This design comes from an exercise in tuning for small area, a short achievable clock period and few clock cycles on the open sky130 flow, not from production work. The RTL was checked by simulation tests, not by an equivalence proof against the original design. No activity file was given, so power comes from the tool's default toggle rates.

<file path="design/flow/design.v">
module passende_enc (
    input  wire        clk,
    input  wire        rst,             
    input  wire [6:0]  cfg_dpg,
    input  wire [1:0]  cfg_round,       
    input  wire [5:0]  cfg_mask_len,
    input  wire [62:0] cfg_mask,
    input  wire        cmd_valid,
    output wire        cmd_ready,
    input  wire [7:0]  cmd,
    input  wire [31:0] op_min,
    input  wire [31:0] op_max,
    input  wire [31:0] op_val,
    input  wire [31:0] op_n,
    output wire        rsp_valid,
    input  wire        rsp_ready,
    output wire [1:0]  rsp_kind,
    output wire [31:0] rsp_cnt,
    output wire        out_valid,
    input  wire        out_ready,
    output wire [7:0]  out_char
);
    localparam [31:0] POLY = 32'hEDB88320;
    localparam [3:0] S_IDLE = 4'b0001;    
    localparam [3:0] S_PREP = 4'b0010;    
    localparam [3:0] S_RUN  = 4'b0100;    
    localparam [3:0] S_RSP  = 4'b1000;    
    localparam [1:0] M_DATA  = 2'd0;
    localparam [1:0] M_CHECK = 2'd1;
    localparam [1:0] M_PAD   = 2'd2;
    reg [62:0] mask;
    reg [5:0]  mlen;            
    reg [6:0]  dpg;
    reg        pg;              
    reg        pc;              
    reg [31:0] crc;
    reg [4:0]  pa;              
    reg [31:0] ccount;          
    reg [5:0]  cs;              
    reg [4:0]  sacc;            
    reg [4:0]  nb;              
    reg [6:0]  rem;             
    reg        started;         
    reg [3:0]  state;
    reg [1:0]  mode;
    reg [31:0] cnt;             
    reg [31:0] vlow;            
    reg        vswp;            
    reg        negA;            
    reg        gtA;             
    reg [5:0]  da;              
    reg        dvalid;          
    reg        kind;
    reg        ov;
    reg        osep;
    reg [7:0]  ochar;
    function [7:0] sym_char;
        input [4:0] v;
        begin
            if (v < 5'd26)
                sym_char = 8'h41 + {3'b000, v};
            else case (v)
                5'd26:   sym_char = "2";
                5'd27:   sym_char = "3";
                5'd28:   sym_char = "6";
                5'd29:   sym_char = "7";
                5'd30:   sym_char = "8";
                default: sym_char = "9";
            endcase
        end
    endfunction
    function [31:0] crc_g;
        input [4:0] x;
        begin
            crc_g = (x[0] ? POLY : 32'd0) ^ (x[1] ? (POLY >> 1) : 32'd0) ^
                    (x[2] ? (POLY >> 2) : 32'd0) ^ (x[3] ? (POLY >> 3) : 32'd0) ^
                    (x[4] ? (POLY >> 4) : 32'd0);
        end
    endfunction
    function [4:0] win36;
        input [35:0] v;
        input [4:0]  s;
        reg [19:0] a;
        reg [11:0] b;
        reg [7:0]  c;
        reg [5:0]  d;
        begin
            a = s[4] ? v[35:16] : v[19:0];
            b = s[3] ? a[19:8]  : a[11:0];
            c = s[2] ? b[11:4]  : b[7:0];
            d = s[1] ? c[7:2]   : c[5:0];
            win36 = s[0] ? d[5:1] : d[4:0];
        end
    endfunction
    function [4:0] win68;
        input [67:0] v;
        input [5:0]  s;
        reg [35:0] a;
        begin
            a = s[5] ? v[67:32] : v[35:0];
            win68 = win36(a, s[4:0]);
        end
    endfunction
    function [33:0] sub33;
        input [32:0] a;
        input [32:0] b;
        reg [32:0] g, p, h;
        reg [31:0] G, P, Gn, Pn;
        reg [32:0] c;
        integer i, l, m;
        begin
            h = a ^ ~b;
            g = a & ~b;
            p = h;
            G = g[31:0];
            P = p[31:0];
            for (l = 0; l < 5; l = l + 1) begin
                Gn = G;
                Pn = P;
                for (i = 0; i < 32; i = i + 1) begin
                    if ((i >> l) & 1) begin
                        m = ((i >> l) << l) - 1;
                        Gn[i] = G[i] | (P[i] & G[m]);
                        Pn[i] = P[i] & P[m];
                    end
                end
                G = Gn;
                P = Pn;
            end
            c = {G | P, 1'b1};
            sub33 = {~(h[32] ^ G[31]), h ^ c};
        end
    endfunction
    function [31:0] below_or;
        input [31:0] x;
        reg [31:0] o, on;
        integer i, l, m;
        begin
            o = x;
            for (l = 0; l < 5; l = l + 1) begin
                on = o;
                for (i = 0; i < 32; i = i + 1) begin
                    if ((i >> l) & 1) begin
                        m = ((i >> l) << l) - 1;
                        on[i] = o[i] | o[m];
                    end
                end
                o = on;
            end
            below_or = {o[30:0], 1'b0};
        end
    endfunction
    wire is_init   = (cmd == 8'h00);
    wire is_wbit   = ((cmd & 8'hEF) == 8'h01);
    wire is_wint   = ((cmd & 8'hDF) == 8'h02);
    wire is_wchk   = (cmd == 8'h03);
    wire is_wchkn  = (cmd == 8'h04);
    wire is_result = (cmd == 8'h05);
    wire is_nchk   = (cmd == 8'h06);
    wire legal     = is_init | is_wbit | is_wint | is_wchk | is_wchkn | is_result | is_nchk;
    wire idle   = state[0];
    wire run    = state[2];
    wire accept = idle & cmd_valid;
    wire       mask_on = (mlen != 6'd0);
    wire [4:0] mfun    = win68({5'd0, mask}, cs);
    wire [5:0] mr      = mlen - cs;               
    reg  [4:0] mw;
    integer j;
    reg  [2:0] wj;
    always @* begin
        for (j = 0; j < 5; j = j + 1) begin
            wj = j[2:0] - mr[2:0];
            if ((mr > j) || !mask_on)
                mw[j] = mask_on & mfun[j];
            else
                mw[j] = mask[wj[1:0]];
        end
    end
    wire [4:0] MW = {mw[0], mw[1], mw[2], mw[3], mw[4]};
    wire [4:0] cwin = win36({crc[3:0], crc}, pa);
    wire [4:0] RWc  = {cwin[0], cwin[1], cwin[2], cwin[3], cwin[4]};
    wire [31:0] dreg = vlow;
    wire [5:0]  dia  = da;
    wire [4:0]  RWd  = win68({28'd0, dreg, 4'b0000}, dia);
    wire [1:0] emode  = idle ? M_PAD : mode;
    wire [5:1] nd     = {nb[0], nb[1], nb[2], nb[3], nb[4]};   
    wire       rem_nz = (rem != 7'd0);
    wire       cnt_nz = (cnt != 32'd0);
    wire       cnt_big = (cnt[31:3] != 29'd0);
    wire [2:0] c3     = cnt[2:0];
    wire       cnt_ge = cnt_big | (nb[4] & (c3 != 3'd0)) | (nb[3] & (c3[2] | c3[1])) |
                        (nb[2] & (c3[2] | (c3[1] & c3[0]))) | (nb[1] & c3[2]) |
                        (nb[0] & c3[2] & (c3[1] | c3[0]));
    wire       dix_ge = (da[5:2] != 4'd0);       
    wire [1:0] d2     = da[1:0];
    wire [5:1] tpd    = {1'b0,
                         nb[0] & (d2 == 2'd3),
                         (nb[0] & (d2 == 2'd2)) | (nb[1] & (d2 == 2'd3)),
                         (nb[0] & (d2 == 2'd1)) | (nb[1] & (d2 == 2'd2)) | (nb[2] & (d2 == 2'd3)),
                         (nb[0] & (d2 == 2'd0)) | (nb[1] & (d2 == 2'd1)) | (nb[2] & (d2 == 2'd2)) |
                         (nb[3] & (d2 == 2'd3))};
    wire       pad_work = ~nb[0] | (pg & rem_nz);
    reg        ge;              
    reg  [5:1] tph;             
    reg        has_work;
    reg  [4:0] RW;
    reg        src_dat;
    reg        src_chk;
    always @* begin
        ge       = 1'b1;
        tph      = 5'd0;
        has_work = 1'b0;
        RW       = 5'd0;
        src_dat  = 1'b0;
        src_chk  = 1'b0;
        case (emode)
        M_DATA: begin
            ge       = dix_ge;
            tph      = tpd;
            has_work = dvalid;
            RW       = RWd;
            src_dat  = 1'b1;
        end
        M_CHECK: begin
            ge       = cnt_ge;
            tph      = {1'b0, c3 == 3'd4, c3 == 3'd3, c3 == 3'd2, c3 == 3'd1};
            has_work = cnt_nz;
            RW       = RWc;
            src_chk  = 1'b1;
        end
        default: begin
            has_work = pad_work;
            RW       = pc ? RWc : 5'd0;
            src_chk  = pc;
        end
        endcase
    end
    wire [5:1] th = ge ? nd : tph;                
    wire [4:0] lmn = {nb[0], nb[0] | nb[1], nb[0] | nb[1] | nb[2], ~nb[4], 1'b1};
    wire [4:0] W   = (RW ^ MW) & lmn;
    wire [4:0] sym = sacc | W;
    wire [4:0] nbp;
    assign nbp[0] = 1'b0;
    assign nbp[1] = nb[0] & tph[1];
    assign nbp[2] = (nb[0] & tph[2]) | (nb[1] & tph[1]);
    assign nbp[3] = (nb[0] & tph[3]) | (nb[1] & tph[2]) | (nb[2] & tph[1]);
    assign nbp[4] = (nb[0] & tph[4]) | (nb[1] & tph[3]) | (nb[2] & tph[2]) | (nb[3] & tph[1]);
    wire [4:0] lmp    = {nbp[0], nbp[0] | nbp[1], nbp[0] | nbp[1] | nbp[2], ~nbp[4], 1'b1};
    wire [4:0] sacc_p = sacc | (W & ~lmp);
    wire       dpg_on = (dpg != 7'd0);
    wire       sep_c  = dpg_on & ~rem_nz & started;
    wire [6:0] rem_c  = (rem_nz ? rem : dpg) - 7'd1;
    wire [4:0] xd  = ge ? (RW & lmn) : (dreg[4:0] & {1'b0, tph[4], tph[4] | tph[3],
                                                     tph[4] | tph[3] | tph[2], 1'b1});
    wire [31:0] crc_sh = ({32{th[1]}} & (crc >> 1)) | ({32{th[2]}} & (crc >> 2)) |
                         ({32{th[3]}} & (crc >> 3)) | ({32{th[4]}} & (crc >> 4)) |
                         ({32{th[5]}} & (crc >> 5));
    wire [31:0] crc_step = crc_sh ^ crc_g(xd);
    wire [28:0] cc_hi1  = ccount[31:3] + 29'd1;
    wire [3:0]  cc0     = {1'b0, ccount[2:0]};
    wire [3:0]  cc_loe  = ({4{th[1]}} & (cc0 + 4'd1)) | ({4{th[2]}} & (cc0 + 4'd2)) |
                          ({4{th[3]}} & (cc0 + 4'd3)) | ({4{th[4]}} & (cc0 + 4'd4)) |
                          ({4{th[5]}} & (cc0 + 4'd5));
    wire [31:0] cc_e    = {cc_loe[3] ? cc_hi1 : ccount[31:3], cc_loe[2:0]};
    wire [3:0]  cc_lo1  = cc0 + 4'd1;
    wire [31:0] cc_1    = {cc_lo1[3] ? cc_hi1 : ccount[31:3], cc_lo1[2:0]};
    wire [4:0]  pa_z    = ({5{nb[0]}} & pa)          | ({5{nb[1]}} & (pa + 5'd1)) |
                          ({5{nb[2]}} & (pa + 5'd2)) | ({5{nb[3]}} & (pa + 5'd3)) |
                          ({5{nb[4]}} & (pa + 5'd4));
    wire [4:0]  pa_dp   = ({5{nbp[1]}} & 5'd31) | ({5{nbp[2]}} & 5'd30) |
                          ({5{nbp[3]}} & 5'd29) | ({5{nbp[4]}} & 5'd28);
    wire [4:0]  pa_d1   = ({5{nb[0]}} & 5'd31) | ({5{nb[1]}} & 5'd30) |
                          ({5{nb[2]}} & 5'd29) | ({5{nb[3]}} & 5'd28);
    wire [5:0]  top_a   = ({6{nb[0]}} & {1'b0, top})          | ({6{nb[1]}} & ({1'b0, top} + 6'd1)) |
                          ({6{nb[2]}} & ({1'b0, top} + 6'd2)) | ({6{nb[3]}} & ({1'b0, top} + 6'd3)) |
                          ({6{nb[4]}} & ({1'b0, top} + 6'd4));
    wire [28:0] cn_hi1  = cnt[31:3] - 29'd1;
    wire [3:0]  cn0     = {1'b0, c3};
    wire [3:0]  cn_lo   = ({4{nd[1]}} & (cn0 - 4'd1)) | ({4{nd[2]}} & (cn0 - 4'd2)) |
                          ({4{nd[3]}} & (cn0 - 4'd3)) | ({4{nd[4]}} & (cn0 - 4'd4)) |
                          ({4{nd[5]}} & (cn0 - 4'd5));
    wire [31:0] cn_e    = {cn_lo[3] ? cn_hi1 : cnt[31:3], cn_lo[2:0]};
    wire        dvl_e   = (da[5:3] != 3'd0) | (da[2] & (da[1] | da[0]));    
    wire [5:0] cs_5 = (mr > 6'd5) ? (cs + 6'd5) : (6'd5 - mr);
    wire [7:0] char_e = sym_char(sym);
    wire       c_1    = |({nb[0], nb[1], nb[2], nb[3], nb[4]} & RWc);
    wire       m_1    = |({nb[0], nb[1], nb[2], nb[3], nb[4]} & MW);
    wire       b_in   = is_wbit ? cmd[4] : c_1;
    wire       w1     = b_in ^ m_1;
    wire       full1  = nb[4];
    wire [7:0] char_0 = sym_char(sacc);
    wire [7:0] char_1 = sym_char(sacc | 5'd1);
    wire [4:0] one_n  = {nb[0], nb[1], nb[2], nb[3], nb[4]};
    wire [31:0] crc_1 = (crc >> 1) ^ (cmd[4] ? POLY : 32'd0);
    wire [32:0] A = {cmd[5] & op_min[31], op_min};
    wire [32:0] B = {cmd[5] & op_max[31], op_max};
    wire [32:0] V = {cmd[5] & op_val[31], op_val};
    wire [33:0] sBA = sub33(B, A);
    wire [33:0] sVA = sub33(V, A);
    wire [33:0] sVB = sub33({negA, vlow}, {vswp, cnt});
    wire [31:0] span = cnt ^ ({32{vswp}} & below_or(cnt));
    wire        v_neg = vswp ? sVB[32] : negA;
    wire        v_gt  = vswp ? gtA : sVB[33];
    wire [31:0] v_off = v_neg ? 32'd0 : (v_gt ? span : (vswp ? sVB[31:0] : vlow));
    reg  [4:0]  top;
    integer k;
    always @* begin
        top = 5'd0;
        for (k = 0; k < 32; k = k + 1)
            if (span[k]) top = k[4:0];
    end
    reg [62:0] mask_i;
    reg [5:0]  mlen_i;
    integer q;
    always @* begin
        mask_i = cfg_mask;
        mlen_i = cfg_mask_len;
        case (cfg_mask_len)
        6'd1: begin mlen_i = 6'd5; for (q = 0; q < 8; q = q + 1) mask_i[q] = cfg_mask[0];     end
        6'd2: begin mlen_i = 6'd6; for (q = 0; q < 8; q = q + 1) mask_i[q] = cfg_mask[q % 2]; end
        6'd3: begin mlen_i = 6'd6; for (q = 0; q < 8; q = q + 1) mask_i[q] = cfg_mask[q % 3]; end
        6'd4: begin mlen_i = 6'd8; for (q = 0; q < 8; q = q + 1) mask_i[q] = cfg_mask[q % 4]; end
        default: ;
        endcase
    end
    wire can_push = ~ov | (out_ready & ~osep);
    wire fire     = run & has_work & can_push;
    wire step_e   = fire | (accept & is_result & pad_work);
    wire step_1   = accept & (is_wbit | is_wchk);
    assign cmd_ready = idle;
    assign rsp_valid = state[3];
    assign rsp_kind  = {1'b0, kind};
    assign rsp_cnt   = ccount;
    assign out_valid = ov;
    assign out_char  = osep ? 8'h20 : ochar;
    always @(posedge clk) begin
        if (rst) begin
            state   <= S_IDLE;
            crc     <= 32'hFFFFFFFF;
            pa      <= 5'd0;
            cs      <= 6'd0;
            sacc    <= 5'd0;
            nb      <= 5'b00001;
            rem     <= 7'd0;
            started <= 1'b0;
            ccount  <= 32'd0;
            mlen    <= 6'd0;
            dpg     <= 7'd0;
            pg      <= 1'b0;
            pc      <= 1'b0;
            ov      <= 1'b0;
        end else begin
            if (ov & out_ready) begin
                if (osep) osep <= 1'b0;
                else      ov   <= 1'b0;
            end
            if (step_e) begin
                if (src_dat) begin
                    crc <= crc_step;
                    pa  <= ge ? 5'd0 : pa_dp;
                end else if (src_chk) begin
                    if (ge) pa <= pa + 5'd5;
                    ccount <= cc_e;
                end else begin
                    pa  <= pa_z;
                end
                if (emode == M_CHECK) cnt <= cn_e;
                if (emode == M_DATA) begin
                    da     <= da - 6'd5;
                    dvalid <= ge & dvl_e;
                end
                if (ge) begin
                    if (mask_on) cs <= cs_5;
                    sacc  <= 5'd0;
                    nb    <= 5'b00001;
                    if (dpg_on) rem <= rem_c;
                    started <= 1'b1;
                    ov    <= 1'b1;
                    osep  <= sep_c;
                    ochar <= char_e;
                end else begin
                    sacc  <= sacc_p;
                    nb    <= nbp;
                end
            end
            if (step_1) begin
                if (is_wbit) begin
                    crc <= crc_1;
                    pa  <= full1 ? 5'd0 : pa_d1;
                end else begin
                    if (full1) pa <= pa + 5'd5;
                    ccount <= cc_1;
                end
                if (full1) begin
                    if (mask_on) cs <= cs_5;
                    sacc  <= 5'd0;
                    nb    <= 5'b00001;
                    if (dpg_on) rem <= rem_c;
                    started <= 1'b1;
                    ov    <= 1'b1;
                    osep  <= sep_c;
                    ochar <= w1 ? char_1 : char_0;
                end else begin
                    sacc  <= w1 ? (sacc | one_n) : sacc;
                    nb    <= {nb[3:0], 1'b0};
                end
            end
            case (1'b1)
            state[0]: if (cmd_valid) begin
                kind  <= ~legal;
                state <= S_RSP;
                if (is_init) begin
                    mask    <= mask_i;
                    mlen    <= mlen_i;
                    dpg     <= cfg_dpg;
                    pg      <= cfg_round[0];
                    pc      <= cfg_round[1];
                    crc     <= 32'hFFFFFFFF;
                    pa      <= 5'd0;
                    cs      <= 6'd0;
                    sacc    <= 5'd0;
                    nb      <= 5'b00001;
                    rem     <= 7'd0;
                    started <= 1'b0;
                    ccount  <= 32'd0;
                end
                if ((is_wbit | is_wchk) & full1) begin
                    mode   <= M_DATA;
                    dvalid <= 1'b0;
                    state <= S_RUN;
                end
                if (is_wchkn) begin
                    mode <= M_CHECK;
                    cnt  <= op_n;
                    if (op_n != 32'd0) state <= S_RUN;
                end
                if (is_result) begin
                    mode <= M_PAD;
                    if (pad_work) state <= S_RUN;
                end
                if (is_wint) begin
                    cnt   <= sBA[31:0];
                    vswp  <= sBA[32];
                    vlow  <= sVA[31:0];
                    negA  <= sVA[32];
                    gtA   <= sVA[33];
                    state <= S_PREP;
                end
            end
            state[1]: begin
                mode   <= M_DATA;
                vlow   <= v_off;
                da     <= top_a;
                dvalid <= cnt_nz;
                state  <= cnt_nz ? S_RUN : S_RSP;
            end
            state[2]: begin
                if ((~has_work & can_push) | (fire & ~ge))
                    state <= S_RSP;
            end
            state[3]: if (rsp_ready) state <= S_IDLE;
            endcase
        end
    end
endmodule
</file>
<file path="design/flow/flow/run.sh">
#!/bin/bash
set -euo pipefail
bash standard.sh SETUP_SLACK_MARGIN=5.5 finish > standard_flow.log 2>&1
</file>
<file path="design/flow/standard.sh">
#!/bin/bash
# synth_recipe.tcl (not shown) runs the flow's synth.tcl, then flattens the netlist and writes it again
# the make line also repeats each setting of config.mk as NAME=value (left out here)
make -C /OpenROAD-flow-scripts/flow DESIGN_CONFIG=/design/flow/config.mk WORK_HOME=/design/flow/orfs CLKGATE_MAP_FILE= SYNTH_SCRIPT=/design/flow/synth_recipe.tcl "${@:-finish}"
</file>
<file path="design/flow/config.mk">
export PLATFORM = sky130hd
export DESIGN_NAME = passende_enc
export DESIGN_NICKNAME = passende_enc
export VERILOG_FILES = /design/flow/design.v
export SDC_FILE = /design/flow/constraint.sdc
export NUM_CORES = 4
export LEC_CHECK = 0
export CAP_MARGIN = 20
export CORE_MARGIN = 2
export CORE_UTILIZATION = 25
export CTS_CLUSTER_DIAMETER = 80
export CTS_CLUSTER_SIZE = 30
export PLACE_DENSITY = 0.5
export SETUP_SLACK_MARGIN = 5
export SLEW_MARGIN = 20
export TNS_END_PERCENT = 5
</file>
<file path="design/flow/constraint.sdc">
create_clock -name core_clock -period 10.0 [get_ports {clk}]
set_input_delay 2.0000 -clock core_clock [delete_from_list [all_inputs] [get_ports {clk}]]
set_output_delay 2.0000 -clock core_clock [all_outputs]
set_load 0.01 [all_outputs]
</file>
==> flow_metrics.env, run 1 <==
export IMPL_cp_max_fo=10
export IMPL_grt_pass1_vias=23200
export IMPL_arrival_ns=4.79
export IMPL_finalNetCount=3615
export IMPL_setup_viol=0
export IMPL_avgSynthCellArea_um2=8.30
export IMPL_synth_largest_area_cell="edfxtp_1"
export IMPL_fin_crit_sh=0.444
export IMPL_cts_htree_levels=1
export IMPL_clk_pin_slew_ns=0.07
export IMPL_final_cells=4547
export IMPL_vias=24900
export IMPL_drt_pre_antenna_iters=8
export IMPL_hold_violations=0
export IMPL_r2r_slack_ns=5.59
export IMPL_via_per_inst=5.47
export IMPL_placed_cells=4398
export IMPL_die_area_um2=103000
export IMPL_detailed_place_hpwl_mm=70.4
export IMPL_holdPathEnd="pg"
export IMPL_tightest_slew_ns=1.08
export IMPL_grt_use_total=0.181
export IMPL_ant_nets=0
export IMPL_synth_top_cell_area_share=0.179
export IMPL_synth_warnings=1
export IMPL_setup_tns_ns=0
export IMPL_reg2regPathDepth=13
export IMPL_ys_types=108
export IMPL_std_cell_rows=115
export IMPL_status="complete, no violations"
export IMPL_die_w_um=320
export IMPL_route_detailed_drc=0
export IMPL_synth_edf_count=149
export IMPL_reg2reg_to="ochar[1]"
export IMPL_required_ns=10.35
export IMPL_ys_ff_latch=262
export IMPL_p_per_area_nw_per_um2=96.9
export IMPL_fmax_mhz=225
export IMPL_slew_violations=0
export IMPL_dr_first_iter_drc_count=2679
export IMPL_ioPinCount=264
export IMPL_cp_end_kind="flop"
export IMPL_yosys_top_cells_area="edfxtp_1 (18%), dfxtp_1 (9.0%), ha_1 (8.0%), xnor2_1 (5.1%), nand2_1 (4.2%)"
export IMPL_regToRegStartpoint="cs[1]"
export IMPL_syn_to_final_growth_pct=25.6
export IMPL_ir_worst_vdd_mv=0.127
export IMPL_detail_route_wl_per_cell_um=21.6
export IMPL_clkSinkCount=262
export IMPL_insertion_delay_ns=0.62
export IMPL_place_gp_congestion=0.900
export IMPL_drt_wl_total_mm=98.1
export IMPL_numCtsBuffers=29
export IMPL_p_leak_nw=11.5
export IMPL_initial_core_util=0.253
export IMPL_crit_path_start_kind="input port"
export IMPL_slew_headroom=0.276
export IMPL_ys_flop_type="edfxtp_1"
export IMPL_root_buffer="clkbuf_16"
export IMPL_grt_start_max_net_pins=64
export IMPL_cts_tree="yes"
export IMPL_ys_seq_area_frac=0.269
export IMPL_grt_ovfl_total=0
export IMPL_max_cap_violations=0
export IMPL_synth_cells=3012
export IMPL_syn_nets=3392
export IMPL_final_setup_skew_ns=0.0350
export IMPL_rsz0062_at_grt="yes"
export IMPL_min_path_cells=2
export IMPL_grt_antenna_before_repair=7
export IMPL_drive_above_1_share=0.134
export IMPL_netlist_area_um2=25000
export IMPL_cts_buffer_depth=3
export IMPL_worstSetupPathType="input port to flop"
export IMPL_dieHeight_um=320
export IMPL_synthArstFlopShare=0
export IMPL_io_buffer_count=262
export IMPL_grt_pass1_wl_mm=146
export IMPL_core_um2=98700
export IMPL_post_route_min_period_ns=4.44
export IMPL_hp_start="pg"
export IMPL_hold_class="flop to flop"
-- routing by layer --
layer,vias to the layer above,GRT usage,wire (um)
met5,-,0,62
met3,144,0.0286,7250
met2,1035,0.287,43700
met4,10,0.0512,2980
met1,11900,0.253,44100
li1,11800,-,-
-- how the worst max path moves through the flow --
stage	from	end	slack [ns]	cells after the start
2_1_floorplan	cmd[3]	cnt[27]	5.21	12
3_3_place_gp	cmd[3]	ccount[22]	3.72	10
3_5_place_dp	cmd[3]	ccount[28]	3.57	10
4_1_cts	op_min[0]	vswp	5.23	14
5_1_grt	cnt[7]	ccount[21]	5.43	12
6_report	cmd[2]	ochar[0]	5.56	9
-- worst max-delay path: stages --
cell,delay (ns)
clkdlybuf4s50_1,0.51
nand2b_1,0.27
nor3_1,0.21
nand2_1,0.31
a41oi_2,0.47
a21boi_2,0.35
nor2_2,0.16
o32a_1,0.38
o221a_2,0.12
-- report_power, final --
part / switching, mW / internal (mW) / total (mW)
clock: 0.604 / 0.582 / 1.19
combinational: 0.355 / 0.309 / 0.664
sequential: 0.0339 / 1.16 / 1.19
-- registers in the layout, indices dropped and copies added (netlist names), 2 cells and up --
signal	cells
nb	5
rem	7
dpg	7
mlen	6
state	4
cnt	32
sacc	5
mask	63
ccount	32
ochar	8
crc	32
pa	5
vlow	32
da	6
mode	2
cs	6
-- Yosys cell counts (30+ instances only) --
| master | n |
|---|---|
| xnor2_1 | 145 |
| a22oi_1 | 74 |
| o21ai_0 | 183 |
| o211ai_1 | 37 |
| ha_1 | 160 |
| edfxtp_1 | 149 |
| nor2b_1 | 34 |
| clkbuf_1 | 154 |
| nand2_1 | 283 |
| a211oi_1 | 35 |
| dfxtp_1 | 113 |
| mux2i_1 | 70 |
| o22ai_1 | 52 |
| a21oi_1 | 197 |
| and3_1 | 32 |
| a21o_1 | 51 |
| nand4_1 | 37 |
| nor4_1 | 36 |
| xor2_1 | 73 |
| nor3_1 | 82 |
| nand3_1 | 92 |
| nor2_1 | 235 |
| a31oi_1 | 30 |
| inv_1 | 132 |
-- cell families (layout without fill, tap and decap cells) --
logic type                 count (synthesis)  after routing  share of synthesized area
muxes                                    134            136                     0.0761
and+or+nand+nor                          978            982                      0.191
buffers and inverters                    344            583                     0.0587
AOI/OAI and AO/OA                        910            911                      0.244
xor gates and xnor gates                 222            222                     0.0803
DFF                                      262            262                      0.269
adders and majority gates                161            161                     0.0809
other                                      1              3                   0.000150
-- repair_timing --
action,4_1_cts,5_1_grt
setup buffers,24,62
setup endpoints to repair,204,165
resized for setup,78,139
hold buffers,0,0
pin swaps,15,52
gates cloned,6,1
-- stage by stage --
| step | power, mW | worst slack [ns] | hold WS, ns | cell area [um2] | utilization |
|---|---|---|---|---|---|
| 2_1_floorplan | 1.59 | 5.21 | 0.431 | 25100 | - |
| 3_3_place_gp | 1.82 | 3.72 | 0.449 | 28700 | 0.291 |
| 3_5_place_dp | 1.82 | 3.57 | 0.453 | 28700 | 0.291 |
| 4_1_cts | 3.04 | 5.23 | 0.463 | 30300 | 0.307 |
| 5_1_grt | 3.17 | 5.43 | 0.501 | 31400 | 0.318 |
| 6_report | 3.04 | 5.56 | 0.460 | 31400 | 0.318 |
-- cells in the final DEF, fill, tap and decap left out, types with 33 or more instances in the layout --
cell type and count:
nand2_1 278, clkdlybuf4s50_1 242, nor2_1 219, a21oi_1 187, o21ai_0 171, edfxtp_1 149
ha_1 144, xnor2_1 143, buf_4 122, inv_1 120, dfxtp_1 105, nand3_1 87
nor3_1 78, a22oi_1 74, xor2_1 73, mux2i_1 69, o22ai_1 52, a21o_1 51
o211ai_1 37, nand4_1 37, nor2b_1 33
-- layout make-up --
class | instances | area (um2)
Clock buffer | 30 | 729
Antenna cell | 2 | 5.00
Fill cell | 10500 | 67300
Inverter | 140 | 539
Timing Repair Buffer | 389 | 3670
Sequential cell | 262 | 6760
Clock inverter | 24 | 298
Multi-Input combinational cell | 2413 | 17800
Tap cell | 1287 | 1610
Testbench counts, summed over its fixed seeds: cycles 16,110.
==> run 2: changes to the inputs <==
==> design/flow/flow/run.sh (replaced) <==
#!/bin/bash
set -euo pipefail
bash standard.sh SETUP_SLACK_MARGIN=5.6 finish > standard_flow.log 2>&1
==> run 2 against run 1 <==
  * Clock power grew 7%
  * Sequential share of layout area shrank 0.42 points
  * Setup slack gained 0.0052 ns
  * Wire length is essentially flat
  * Count of clock-buffer cells in the layout is the same
  * Via count grew 0.76%
  * Register-to-register slack is essentially flat
  * Global-route usage shrank 0.15 points
  * Maximum frequency grew 0.12%
  * Final cell count grew 0.73%
  * Critical path depth grew 5
  * Critical endpoint is now vswp
  * Largest power group is now the clock network
==> flow_metrics.env, run 2 <==
export IMPL_status="complete, no violations"
export IMPL_p_sw_frac=0.327
export IMPL_syn_nets=3392
export IMPL_layout_common_cells="nand2_1 (275), clkdlybuf4s50_1 (241), nor2_1 (218)"
export IMPL_synth_fa_ha_area_frac=0.0809
export IMPL_dr_first_iter_drc_count=2356
export IMPL_ctsHoldBuffers=0
export IMPL_rsz0062_at_grt="yes"
export IMPL_final_common_cell="nand2_1"
export IMPL_final_core_util=0.324
export IMPL_synth_mux_area_fraction=0.0761
export IMPL_grt_start_max_net_pins=64
export IMPL_std_cell_rows=115
export IMPL_finalNetCount=3650
export IMPL_largest_register="mask"
export IMPL_initial_core_util=0.253
export IMPL_ant_nets=0
export IMPL_path_delay_family="compound AO/OA/AOI/OAI gates"
export IMPL_avgSynthCellArea_um2=8.30
export IMPL_grt_pass1_wl_mm=146
export IMPL_drt_pre_antenna_iters=8
export IMPL_cpMostUsedCell="a21o_1"
export IMPL_final_setup_skew_ns=0.0365
export IMPL_ys_seq_area_frac=0.269
export IMPL_synth_xor_area_frac=0.0803
export IMPL_via_per_inst=5.48
export IMPL_ys_flop_type="edfxtp_1"
export IMPL_fmax_mhz=225
export IMPL_grt_antenna_before_repair=2
export IMPL_route_detailed_drc=0
export IMPL_cts_buffer_depth=3
export IMPL_ioPinCount=264
export IMPL_clkSinkCount=262
export IMPL_synth_simple_area_share=0.191
export IMPL_worstSetupPathType="input port to flop"
export IMPL_p_comb_frac=0.216
export IMPL_insertion_delay_ns=0.62
export IMPL_required_ns=10.37
export IMPL_ys_types=108
export IMPL_fin_crit_sh=0.444
export IMPL_numCtsBuffers=28
export IMPL_setup_viol=0
export IMPL_synth_edf_count=149
export IMPL_detail_route_wl_per_cell_um=21.4
export IMPL_p_per_area_nw_per_um2=98.0
export IMPL_cp_max_fo=4
export IMPL_grt_ovfl_total=0
export IMPL_crit_chain="clkdlybuf4s50_1 -> inv_1 -> ha_4 -> a21o_1 -> a21oi_4 -> nor4b_4 -> a21o_1 -> o221ai_2 -> nand2_2 -> a211oi_2 -> o31a_1 -> o21ai_1 -> nand2b_1 -> xor2_1"
export IMPL_crit_path_start_kind="input port"
export IMPL_grt_pass1_vias=23200
export IMPL_core_um2=98700
export IMPL_synth_warnings=1
export IMPL_p_leak_nw=11.7
export IMPL_synth_top_family_by_area="compound AO/OA/AOI/OAI gates"
export IMPL_worst_path_max_delay_cell="clkdlybuf4s50_1"
export IMPL_yosys_top_cells_area="edfxtp_1 (18%), dfxtp_1 (9.0%), ha_1 (8.0%), xnor2_1 (5.1%), nand2_1 (4.2%)"
export IMPL_max_cap_violations=0
export IMPL_hold_class="flop to flop"
export IMPL_yosys_top_cells_count="nand2_1 (283), nor2_1 (235), a21oi_1 (197)"
export IMPL_vias=25100
export IMPL_crit_path_max_incr_delay_ns=0.46
export IMPL_slew_headroom=0.304
export IMPL_p_int_mw=2.11
export IMPL_io_buffer_count=262
export IMPL_synth_compound_gate_area_share=0.244
export IMPL_hold_violations=0
export IMPL_arrival_ns=4.81
export IMPL_die_w_um=320
export IMPL_syn_to_final_growth_pct=28.1
export IMPL_fill_cells=10400
export IMPL_die_area_um2=103000
export IMPL_cts_tree="yes"
export IMPL_synthArstFlopShare=0
export IMPL_p_seq_frac=0.381
export IMPL_root_buffer="clkbuf_16"
export IMPL_drt_wl_total_mm=98.1
export IMPL_power_frac_clock=0.404
export IMPL_grt_use_total=0.180
export IMPL_detailed_place_hpwl_mm=70.3
export IMPL_cp_end_kind="flop"
export IMPL_place_gp_congestion=0.890
export IMPL_clk_pin_slew_ns=0.09
export IMPL_cp_buffers_inverters=2
export IMPL_cts_htree_levels=1
export IMPL_ir_worst_vdd_mv=0.128
export IMPL_dieHeight_um=320
export IMPL_yosysMostFrequentCell="nand2_1"
export IMPL_setup_tns_ns=0
export IMPL_synth_cells=3012
export IMPL_ys_ff_latch=262
export IMPL_post_route_min_period_ns=4.44
export IMPL_p_switching_mw=1.03
export IMPL_netlist_area_um2=25000
export IMPL_drive_above_1_share=0.150
export IMPL_slew_violations=0
export IMPL_synth_top_cell_area_share=0.179
export IMPL_synth_largest_area_cell="edfxtp_1"
export IMPL_tightest_slew_ns=1.04
export IMPL_largest_register_ffs=63
==> run 2: layer usage <==
| metal | part of all wire | track usage |
|---|---|---|
| met5 | 0 | 0 |
| met4 | 0.025 | 0.0374 |
| met3 | 0.065 | 0.0195 |
| met2 | 0.45 | 0.292 |
| met1 | 0.46 | 0.256 |
==> run 2: cells by family (layout without fill, tap and decap cells) <==
logic type / after synthesis / in the layout
buffers and inverters: 344 / 617
DFF: 262 / 262
AOI/OAI and AO/OA: 910 / 911
other: 1 / 2
adders and majority gates: 161 / 161
muxes: 134 / 136
and+or+nand+nor: 978 / 982
xor gates and xnor gates: 222 / 222
==> run 2: worst paths after layout <==
kind                                 from        to  slack, ns  cells after the start
worst max-delay path            op_min[4]      vswp       5.56                     14
worst min-delay path                   pg        pg       0.46                      2
worst max register to register      pa[4]  ochar[3]       5.59                     14
worst min register to register         pg        pg       0.46                      2
==> run 2: stage by stage <==
step / cell area, um2 / worst slack [ns] / instances / hold WS, ns / total power, mW
final: 32000 / 5.56 / 4580 / 0.460 / 3.14
after global placement: 28700 / 3.71 / 4397 / 0.449 / 1.82
after detailed placement: 28700 / 3.57 / 4397 / 0.454 / 1.82
after CTS: 30800 / 5.49 / 4490 / 0.464 / 3.13
after global routing: 32000 / 5.48 / 4580 / 0.476 / 3.26
after floorplan: 25100 / 5.24 / 3012 / 0.431 / 1.59
==> run 2: area by class of cell <==
class / count / area (um2) / share of cell area
Antenna cell: 1 / 2.50 / 0.0000782
Clock inverter: 22 / 402 / 0.0125
Timing Repair Buffer: 425 / 3940 / 0.123
Tap cell: 1287 / 1610 / 0.0503
Multi-Input combinational cell: 2413 / 18000 / 0.563
Clock buffer: 30 / 739 / 0.0231
Sequential cell: 262 / 6760 / 0.211
Inverter: 140 / 541 / 0.0169
==> run 2: power groups by stage <==
| stage | registers, mW | logic (mW) | clock network [mW] |
|---|---|---|---|
| global placement | 1.23 | 0.597 | 0 |
| floorplan | 1.19 | 0.393 | 0 |
| detailed placement | 1.22 | 0.597 | 0 |
| CTS | 1.20 | 0.635 | 1.30 |
| finish | 1.19 | 0.677 | 1.27 |
| global route | 1.20 | 0.733 | 1.33 |
==> run 2: worst register-to-register path, delay by kind of cell (launching register included) <==
kind / cells / cell delay, ns
muxes: 4 / 1.63
AOI/OAI and AO/OA: 4 / 1.07
and+or+nand+nor: 3 / 0.63
DFF: 1 / 0.41
buffers and inverters: 2 / 0.23
adders and majority gates: 1 / 0.18
==> run 2: what timing repair did <==
item	CTS	global route
pin swaps	38	57
gates cloned	4	3
gates resized for setup	137	138
buffers inserted	37	86
endpoints found under the setup margin	267	221

what the ideal ports hide:
No port has a modelled driver above. Below, the same layouts with a new extraction and two added sets of constraints. Step 1: set_driving_cell puts a clkbuf_16 on clk and a buf_2 on each other input, an assumption about the parent block. Step 2 adds t to the input delays and takes it off the output delays; t is the mean of the earliest and latest rising clock arrival at the registers after step 1. Input paths then give back, and output paths get back, about the clock's delay inside the block. Slacks: ideal / step 1 / step 2; pairs: ideal / step 1.
| run | shift t [ns] | setup slack, ns | cell pins on the clock port's net |
|---|---|---|---|
| run 1 | 0.669 | 5.559 / 5.534 / 4.865 | 1 |
| run 2 | 0.661 | 5.564 / 5.586 / 4.937 | 1 |
After both steps every run listed still meets setup and hold. For run 1, which loses most, drivers alone change the setup slack by -0.025 ns; drivers and shift together by -0.694 ns.
